This is an optimization exercise on Yosys and OpenROAD, whose aim is small area, a short achievable clock period and few clock cycles per item, not a production implementation.
In this exercise RTL edits were held to simulation tests only and were not proved equivalent to the original.
Power and IR drop assume default switching activity.

==> trial 96 <==
## nand_timing_unit
module nand_timing_unit (
    input  wire        clk,
    input  wire        rst,
    input  wire        wr_en,
    input  wire [4:0]  wr_addr,
    input  wire [31:0] wr_data,
    input  wire        start,
    input  wire [1:0]  op,
    input  wire        bus16,
    input  wire [31:0] mck_hz,
    output wire        ready,
    output reg         done,
    output wire [7:0]  answer,
    output reg         unsupported,
    output wire [31:0] result,
    output wire [31:0] setup_reg,
    output wire [31:0] pulse_reg,
    output wire [31:0] cycle_reg,
    output wire [31:0] timings_reg,
    output wire [31:0] mode_reg
);
Settings: LEC_CHECK=0, ABC_CLOCK_PERIOD_IN_PS=4000, CAP_MARGIN=20, CORE_MARGIN=2, CORE_UTILIZATION=55, PLACE_DENSITY=0.7, SLEW_MARGIN=20, SETUP_SLACK_MARGIN=7.5; clock period 12.0 ns.
standard.sh (not shown) runs the stock make flow with config.mk's settings and CLKGATE_MAP_FILE= SYNTH_SCRIPT=/design/flow/synth_recipe.tcl, a recipe that flattens the netlist after the stock synthesis.
==> flow/flow/run.sh <==
#!/bin/bash
cat >> config.mk <<'CFG'
export SETUP_SLACK_MARGIN = 7.5
CFG
bash standard.sh > standard.log 2>&1
==> inputs of build 30, as changes to trial 96 <==
--- a/flow/design.v
+++ b/flow/design.v
@@ -246,12 +246,21 @@
     reg [2:0]  dph;
     reg [7:0]  ws_ovr;
     reg [3:0]  tdf_ovr;
     reg        use_ws, use_tdf;
     assign result = DQ;
-    wire        d_a      = (wD > 32'd15258789);
-    wire        d_fa     = (wD > 32'd30517578);
+    reg         d_a;       
+    reg         d_fa;      
+    reg         d_z;       
+    reg         d_r;       
+    always @(posedge clk)
+        if (idle) begin
+            d_a  <= (mck_hz > 32'd15258789);
+            d_fa <= (mck_hz > 32'd30517578);
+            d_z  <= (mck_hz == 32'd0);
+            d_r  <= (mck_hz <= 32'd232);
+        end
     wire [3:0]  ncnt     = (wst == W_PER1) ? {3'd0, d_fa} : (wst == W_RUN) ? (wcnt + 4'd1) : 4'd0;
     wire [31:0] per_bits = ((wst == W_PER1) ? d_a : wpa) ? 32'h1000_0000 : 32'hD4A5_1000;
     reg  [1:0]  tap_bits;
     always @(*) begin
         case (ncnt)
@@ -491,10 +500,11 @@
                 end
                 W_PER1: begin
                     wD3 <= d3_sum;
                     wst <= W_RUN;
                     wpa <= d_a;
+                    wb  <= d_fa ? 2'b01 : d_a ? 2'b00 : 2'b11;
                     if (d_fa) begin
                         wR   <= wRn;
                         DQ   <= {DQ[29:0], wq};
                         wcnt <= 4'd1;
                     end else if (!d_a) begin
@@ -621,16 +631,16 @@
                 end
                 H_DIFF: begin
                     if (!amb_ws && !amb_tdf) hn = H_NWAIT;
                 end
                 H_PER: begin
-                    if (wst == W_PER1 && wD == 32'd0) begin
+                    if (wst == W_PER1 && d_z) begin
                         areg <= A_ZERO_CLOCK;
                         done <= 1'b1;
                         hn   = H_IDLE;
                         wst  <= W_IDLE;
-                    end else if (wst == W_PER1 && wD <= 32'd232) begin
+                    end else if (wst == W_PER1 && d_r) begin
                         areg <= A_PERIOD_RANGE;
                         done <= 1'b1;
                         hn   = H_IDLE;
                         wst  <= W_IDLE;
                     end else if (wst == W_RUN && w_last) begin
==> flow/flow/run.sh (replaced) <==
#!/bin/bash
cat >> config.mk <<'CFG'
export SETUP_SLACK_MARGIN = 8.3
CFG
bash standard.sh > standard.log 2>&1
--- a/flow/config.mk
+++ b/flow/config.mk
@@ -7,8 +7,9 @@
 export LEC_CHECK = 0
 export ABC_CLOCK_PERIOD_IN_PS = 4000
 export CAP_MARGIN = 20
 export CORE_MARGIN = 2
 export CORE_UTILIZATION = 55
+export CTS_BUF_LIST = sky130_fd_sc_hd__clkbuf_8
 export PLACE_DENSITY = 0.7
 export SLEW_MARGIN = 20
-export SETUP_SLACK_MARGIN = 7.5
+export SETUP_SLACK_MARGIN = 8.3
==> inputs of trial 43, as changes to trial 96 <==
--- a/flow/design.v
+++ b/flow/design.v
@@ -246,12 +246,21 @@
     reg [2:0]  dph;
     reg [7:0]  ws_ovr;
     reg [3:0]  tdf_ovr;
     reg        use_ws, use_tdf;
     assign result = DQ;
-    wire        d_a      = (wD > 32'd15258789);
-    wire        d_fa     = (wD > 32'd30517578);
+    reg         d_a;       
+    reg         d_fa;      
+    reg         d_z;       
+    reg         d_r;       
+    always @(posedge clk)
+        if (idle) begin
+            d_a  <= (mck_hz > 32'd15258789);
+            d_fa <= (mck_hz > 32'd30517578);
+            d_z  <= (mck_hz == 32'd0);
+            d_r  <= (mck_hz <= 32'd232);
+        end
     wire [3:0]  ncnt     = (wst == W_PER1) ? {3'd0, d_fa} : (wst == W_RUN) ? (wcnt + 4'd1) : 4'd0;
     wire [31:0] per_bits = ((wst == W_PER1) ? d_a : wpa) ? 32'h1000_0000 : 32'hD4A5_1000;
     reg  [1:0]  tap_bits;
     always @(*) begin
         case (ncnt)
@@ -491,10 +500,11 @@
                 end
                 W_PER1: begin
                     wD3 <= d3_sum;
                     wst <= W_RUN;
                     wpa <= d_a;
+                    wb  <= d_fa ? 2'b01 : d_a ? 2'b00 : 2'b11;
                     if (d_fa) begin
                         wR   <= wRn;
                         DQ   <= {DQ[29:0], wq};
                         wcnt <= 4'd1;
                     end else if (!d_a) begin
@@ -621,16 +631,16 @@
                 end
                 H_DIFF: begin
                     if (!amb_ws && !amb_tdf) hn = H_NWAIT;
                 end
                 H_PER: begin
-                    if (wst == W_PER1 && wD == 32'd0) begin
+                    if (wst == W_PER1 && d_z) begin
                         areg <= A_ZERO_CLOCK;
                         done <= 1'b1;
                         hn   = H_IDLE;
                         wst  <= W_IDLE;
-                    end else if (wst == W_PER1 && wD <= 32'd232) begin
+                    end else if (wst == W_PER1 && d_r) begin
                         areg <= A_PERIOD_RANGE;
                         done <= 1'b1;
                         hn   = H_IDLE;
                         wst  <= W_IDLE;
                     end else if (wst == W_RUN && w_last) begin
==> flow/flow/run.sh (replaced) <==
#!/bin/bash
cat >> config.mk <<'CFG'
export SETUP_SLACK_MARGIN = 8.0
CFG
bash standard.sh > standard.log 2>&1
--- a/flow/config.mk
+++ b/flow/config.mk
@@ -9,6 +9,6 @@
 export CAP_MARGIN = 20
 export CORE_MARGIN = 2
 export CORE_UTILIZATION = 55
 export PLACE_DENSITY = 0.7
 export SLEW_MARGIN = 20
-export SETUP_SLACK_MARGIN = 7.5
+export SETUP_SLACK_MARGIN = 8.0
==> inputs of trial 3, as changes to trial 96 <==
--- a/flow/design.v
+++ b/flow/design.v
@@ -246,12 +246,21 @@
     reg [2:0]  dph;
     reg [7:0]  ws_ovr;
     reg [3:0]  tdf_ovr;
     reg        use_ws, use_tdf;
     assign result = DQ;
-    wire        d_a      = (wD > 32'd15258789);
-    wire        d_fa     = (wD > 32'd30517578);
+    reg         d_a;       
+    reg         d_fa;      
+    reg         d_z;       
+    reg         d_r;       
+    always @(posedge clk)
+        if (idle) begin
+            d_a  <= (mck_hz > 32'd15258789);
+            d_fa <= (mck_hz > 32'd30517578);
+            d_z  <= (mck_hz == 32'd0);
+            d_r  <= (mck_hz <= 32'd232);
+        end
     wire [3:0]  ncnt     = (wst == W_PER1) ? {3'd0, d_fa} : (wst == W_RUN) ? (wcnt + 4'd1) : 4'd0;
     wire [31:0] per_bits = ((wst == W_PER1) ? d_a : wpa) ? 32'h1000_0000 : 32'hD4A5_1000;
     reg  [1:0]  tap_bits;
     always @(*) begin
         case (ncnt)
@@ -491,10 +500,11 @@
                 end
                 W_PER1: begin
                     wD3 <= d3_sum;
                     wst <= W_RUN;
                     wpa <= d_a;
+                    wb  <= d_fa ? 2'b01 : d_a ? 2'b00 : 2'b11;
                     if (d_fa) begin
                         wR   <= wRn;
                         DQ   <= {DQ[29:0], wq};
                         wcnt <= 4'd1;
                     end else if (!d_a) begin
@@ -621,16 +631,16 @@
                 end
                 H_DIFF: begin
                     if (!amb_ws && !amb_tdf) hn = H_NWAIT;
                 end
                 H_PER: begin
-                    if (wst == W_PER1 && wD == 32'd0) begin
+                    if (wst == W_PER1 && d_z) begin
                         areg <= A_ZERO_CLOCK;
                         done <= 1'b1;
                         hn   = H_IDLE;
                         wst  <= W_IDLE;
-                    end else if (wst == W_PER1 && wD <= 32'd232) begin
+                    end else if (wst == W_PER1 && d_r) begin
                         areg <= A_PERIOD_RANGE;
                         done <= 1'b1;
                         hn   = H_IDLE;
                         wst  <= W_IDLE;
                     end else if (wst == W_RUN && w_last) begin
==> flow/flow/run.sh (replaced) <==
#!/bin/bash
cat >> config.mk <<'CFG'
export SETUP_SLACK_MARGIN = 8.0
CFG
bash standard.sh > standard.log 2>&1
--- a/flow/config.mk
+++ b/flow/config.mk
@@ -6,9 +6,10 @@
 export NUM_CORES = 4
 export LEC_CHECK = 0
 export ABC_CLOCK_PERIOD_IN_PS = 4000
 export CAP_MARGIN = 20
 export CORE_MARGIN = 2
-export CORE_UTILIZATION = 55
-export PLACE_DENSITY = 0.7
+export CORE_UTILIZATION = 62
+export CTS_BUF_LIST = sky130_fd_sc_hd__clkbuf_8
+export PLACE_DENSITY = 0.75
 export SLEW_MARGIN = 20
-export SETUP_SLACK_MARGIN = 7.5
+export SETUP_SLACK_MARGIN = 8.0
==> notes.md <==
| item | trial 3 | build 30 | trial 43 | trial 96 |
|---|---|---|---|---|
| Number of DRC markers in iteration 0 | 6383 | 5901 | 5684 | 5495 |
| Post-Synth Simple-Gate Area | 14.2% | 14.2% | 14.2% | 14.2% |
| Initial standard-cell utilization of the core | 62.5% | 55.3% | 55.3% | 55.5% |
| Number of global-route vias before repair | 58900 | 58300 | 57200 | 56900 |
| Internal power | 11.2 mW | 11.4 mW | 11.7 mW | 11.4 mW |
| Layout fillers | 9159 | 11000 | 11300 | 11200 |
| Leak Pwr | 36.2 nW | 37.0 nW | 36.0 nW | 35.6 nW |
| Clock-pin slew on the worst setup and hold paths | 70 ps | 60 ps | 50 ps | 60 ps |
| Clock Power Share | 26.3% | 25.7% | 28.3% | 28.5% |
| Run status | complete, no violations | complete, no violations | complete, no violations | complete, no violations |
| Routed WL per cell | 21.7 µm | 21.0 µm | 21.1 µm | 21.0 µm |
| Number of enable flip-flop cells after synthesis | 340 | 340 | 340 | 336 |
| Delay of the slowest critical-path stage | 480 ps | 520 ps | 610 ps | 550 ps |
| Overall die height | 351 µm | 373 µm | 373 µm | 374 µm |
| Share of the final layout cell area in sequential cells | 38.6% | 37.6% | 38.4% | 38.6% |
| Sequential cells | 1466 | 1466 | 1466 | 1462 |
| Maximum clock skew at final layout | 80.4 ps | 122 ps | 64.6 ps | 57.7 ps |
| Area of the core region | 0.120 mm² | 0.135 mm² | 0.135 mm² | 0.136 mm² |
| Num rows | 127 | 135 | 135 | 135 |
| Count of plain and timing-repair buffers in the layout | 416 | 501 | 389 | 327 |
| Seq/Total Area, Yosys | 43.8% | 43.8% | 43.8% | 43.4% |
| Area of the multi-input gates | 0.0401 mm² | 0.0413 mm² | 0.0401 mm² | 0.0399 mm² |
| Cell area after placement | 0.0781 mm² | 0.0785 mm² | 0.0783 mm² | 0.0786 mm² |
| Setup bufs post-CTS | 70 | 116 | 65 | 13 |
Testbench counts of trial 96, summed over its fixed seeds: cycles 6,692, items 192.
Testbench counts of build 30, summed over its fixed seeds: cycles 6,692, items 192.
Testbench counts of trial 43, summed over its fixed seeds: cycles 6,692, items 192.
Testbench counts of trial 3, summed over its fixed seeds: cycles 6,692, items 192.

[static timing again, ports no longer ideal]
How much do the figures lean on ideal ports? The routed layouts below were timed once more, with nothing changed but the port constraints. Step 1 assumes that a clkbuf_16 drives the clock port and a buf_2 every other input. Step 2 times the ports against the registers' clock, not the clock port: input delays grow and output delays shrink by t, the midpoint of the rising clock arrivals with the driver on. Slacks: ideal / step 1 / step 2; pairs: ideal / step 1.
| run | t, ns | setup WS [ns] | worst register clock-pin slew, ns | worst data-port slew with drivers (ns) |
|---|---|---|---|---|
| trial 96 | 0.881 | 7.540 / 7.486 / 6.844 | 0.07 / 0.07 | 0.20 |
| build 30 | 1.041 | 7.926 / 7.858 / 7.322 | 0.08 / 0.08 | 0.16 |
| trial 43 | 0.881 | 7.944 / 7.944 / 7.191 | 0.07 / 0.07 | 0.16 |
| trial 3 | 1.018 | 7.964 / 7.893 / 6.996 | 0.07 / 0.07 | 0.16 |
After both steps setup and hold are still met in every run listed. The setup slack of trial 3, which loses most, moves by -0.071 ns with the drivers and by -0.968 ns with both steps.
